Background: an optimization exercise with open tools, aiming at small area, a short achievable clock period and few clock cycles per item. Do not read the settings as production practice. At most, simulation tests tie the RTL to the original design; equivalence was not proved. Power and IR drop assume default switching activity.

Design line21_decoder, start of the top module:
module line21_decoder (
    input  wire       clk,
    input  wire       rst,           
    input  wire       in_valid,
    output wire       in_ready,
    input  wire [7:0] in_data,
    input  wire       in_last,
    output wire       out_valid,
    input  wire       out_ready,
    output wire       out_ok,
    output wire [3:0] out_cause,
    output wire [7:0] out_byte0,
    output wire [7:0] out_byte1
);
Size: roughly 3,800 cells after synthesis, ~36 I/O pins.
Settings: LEC_CHECK=0, CAP_MARGIN=20, CORE_MARGIN=2, CORE_UTILIZATION=40, CTS_CLUSTER_DIAMETER=100, CTS_CLUSTER_SIZE=30, SLEW_MARGIN=20; clock period 14.0 ns.
run.sh (not shown) runs the stock make flow with config.mk's settings and CLKGATE_MAP_FILE= SYNTH_SCRIPT=/design/flow/synth_recipe.tcl, a recipe that flattens the netlist after the stock synthesis.
Change:
--- a/flow/design.v
+++ b/flow/design.v
@@ -18,17 +18,18 @@
     localparam [7:0] BUB = 8'd1;
     integer j;
     function [PW-1:0] inc;
         input [PW-1:0] p;
         inc = (p == D-1) ? {PW{1'b0}} : p + 1'b1;
     endfunction
-    reg       rdy;
+    reg       rdy;                   
+    reg       rdy_i;                 
     reg       a_v, a_l, b_v, b_l;
     reg [7:0] a_d, b_d;
     assign in_ready = rdy;
-    wire acc = in_valid & rdy;
+    wire acc = in_valid & rdy_i;
     reg          e_v    [0:D-1];
     reg          e_done [0:D-1];
     reg [17:0]   e_f    [0:D-1];
     reg [PW-1:0] wp, cp, fp, op;
     reg [1:0]    nc;                 
     reg [7:0] ring [0:N-1];
@@ -59,12 +60,13 @@
     wire [7:0] a_map  = (a_d < 8'd15) ? 8'd0 : a_d;
     wire [7:0] m_nx   = (a_d > m) ? a_d : m;
     wire [8:0] cnt_nx = cnt + {8'd0, store};
     wire       pstart = recirc & tz & ~h_v;
     wire [7:0] head   = h_v ? h_d : (pstart ? BUB : (recirc ? tail : (wr ? a_map : BUB)));
     wire b_v_nx = a_free ? 1'b0 : (b_v | acc);
+    wire rdy_nx = a_free | ~(b_v | (in_valid & rdy));
     always @(posedge clk) begin
         if (rst)
             h_v <= 1'b0;
         else if (h_v | pstart)
             h_v <= recirc;
         if (recirc)
@@ -75,17 +77,19 @@
         ring[0] <= head;
         for (j = 1; j < N; j = j + 1)
             ring[j] <= ring[j-1];
     end
     always @(posedge clk) begin
         if (rst) begin
-            a_v <= 1'b0;
-            b_v <= 1'b0;
-            rdy <= 1'b1;
+            a_v   <= 1'b0;
+            b_v   <= 1'b0;
+            rdy   <= 1'b1;
+            rdy_i <= 1'b1;
         end else begin
-            rdy <= ~b_v_nx;
+            rdy   <= rdy_nx;
+            rdy_i <= ~b_v_nx;
             b_v <= b_v_nx;
             if (a_free)
                 a_v <= b_v | acc;
         end
         if (a_free) begin
             a_d <= b_v ? b_d : in_data;
@@ -410,13 +414,13 @@
     wire [8:0] pos  = f2 ? 9'd0 : ci;
     wire [2:0] ph_e = f2 ? PH_START : ph;
     wire [6:0] len  = ci[6:0] - {3'd0, st};
     wire [8:0]  w    = e_f[fp][8:0];
     wire [7:0]  st20 = {pos[3:0], 4'd0} + {2'd0, pos[3:0], 2'd0};
     wire [10:0] ci5  = {2'd0, ci} + {ci, 2'd0};
-    wire [10:0] w3   = {2'd0, w} + {1'b0, w, 1'b0};
+    reg  [9:0]  w3q;                 
     reg [3:0] bw_c;
     always @(*) begin
         case (len)
             7'd13:                                           bw_c = 4'd2;
             7'd14, 7'd15, 7'd16, 7'd17, 7'd18, 7'd19:        bw_c = 4'd3;
             7'd20, 7'd21, 7'd22, 7'd23, 7'd24, 7'd25, 7'd26: bw_c = 4'd4;
@@ -432,12 +436,13 @@
     end
     wire [4:0] bw2  = {bw, 1'b0};
     wire       s_m2 = hist[bw - 1'b1];
     wire       s_m3 = hist[bw2 - 1'b1];
     reg fv;
     always @(posedge clk) begin
+        w3q <= {1'b0, w} + {w, 1'b0};
         if (rst)
             fv <= 1'b0;
         else
             fv <= v2 & l2;
         if (v2) begin
             ci   <= pos + 1'b1;
@@ -450,13 +455,13 @@
                 tn    <= 4'd0;
                 ph    <= PH_COUNT;
             end
             PH_COUNT: if (b2 != hist[0]) begin
                 tn <= tn + 1'b1;
                 if (tn == 4'd12) begin
-                    spfail <= (ci > 9'd76) | ({2'd0, w} > ci5) | ({ci5[9:0], 1'b0} > w3);
+                    spfail <= ({2'd0, w} > ci5) | ({ci5, 1'b0} > {2'd0, w3q});
                     bw    <= bw_c;
                     ph    <= PH_RISE;
                 end
             end
             PH_RISE: if (b2) begin
                 ph <= PH_SAMP;
@@ -504,29 +509,29 @@
     assign out_valid = o_v;
     assign out_ok    = o_ok;
     assign out_cause = o_c;
     assign out_byte0 = {1'b0, o_b0};
     assign out_byte1 = {1'b0, o_b1};
     wire [17:0] eop    = e_f[op];
-    wire        o_load = ~o_v & e_done[op];
+    reg         o_busy;              
+    wire        o_load = ~o_busy & e_done[op];
     always @(posedge clk) begin
         if (rst) begin
-            o_v <= 1'b0;
+            o_v    <= 1'b0;
+            o_busy <= 1'b0;
             wp  <= {PW{1'b0}};
             fp  <= {PW{1'b0}};
             op  <= {PW{1'b0}};
             nc  <= 2'd0;
             for (j = 0; j < D; j = j + 1) begin
                 e_v[j]    <= 1'b0;
                 e_done[j] <= 1'b0;
             end
         end else begin
-            if (o_v & out_ready)
-                o_v <= 1'b0;
-            else if (o_load)
-                o_v <= 1'b1;
+            o_v    <= o_load | (o_v & ~out_ready);
+            o_busy <= o_load | (o_busy & ~out_ready);
             nc <= nc + {1'b0, row_done} - {1'b0, cons & t_end};
             if (row_done) begin
                 e_v[wp] <= 1'b1;
                 wp      <= inc(wp);
             end
             if (fv) begin
Utilization fell by 0.23 points.
Sequential share of layout area fell by 0.13 points.
Critical path depth fell by 20.
Routed wire length fell slightly.
Power rose slightly.
Global-route usage fell by 0.22 points.
Synthesized cell count rose slightly.
Final area rose slightly.
Die area rose slightly.
Register-to-register slack gains 1.1 ns.
Testbench counts after the change, summed over its fixed seeds: cycles 158,646, frames 960.
For the first run of this note, only the layout was checked, not whether the RTL still works.

separate check: timing with driven ports:
No port has a modelled driver above. Below, the same layouts with a new extraction and two added sets of constraints. Step 1 (the two cells are an assumption about what drives the block):
set clk [get_ports {clk}]
set_driving_cell -lib_cell sky130_fd_sc_hd__clkbuf_16 $clk
set_driving_cell -lib_cell sky130_fd_sc_hd__buf_2 [delete_from_list [all_inputs] $clk]
Step 2 also shifts input and output timing later by t, the mid clock arrival at the registers, as if the neighbouring blocks saw the same clock. a / b / c = no drivers / after step 1 / after step 2; a / b = the first two.
| run | t (ns) | setup slack, ns | slew at the worst register clock pin (ns) | cell pins on the clock port's net |
|---|---|---|---|---|
| the first run | 0.762 | 9.142 / 9.142 / 9.142 | 0.12 / 0.12 | 1 |
| the second run | 0.776 | 9.508 / 9.442 / 9.490 | 0.12 / 0.12 | 1 |
After both steps every run listed still meets setup and hold. For the second run, which loses most, drivers alone change the setup slack by -0.066 ns; drivers and shift together by -0.018 ns.
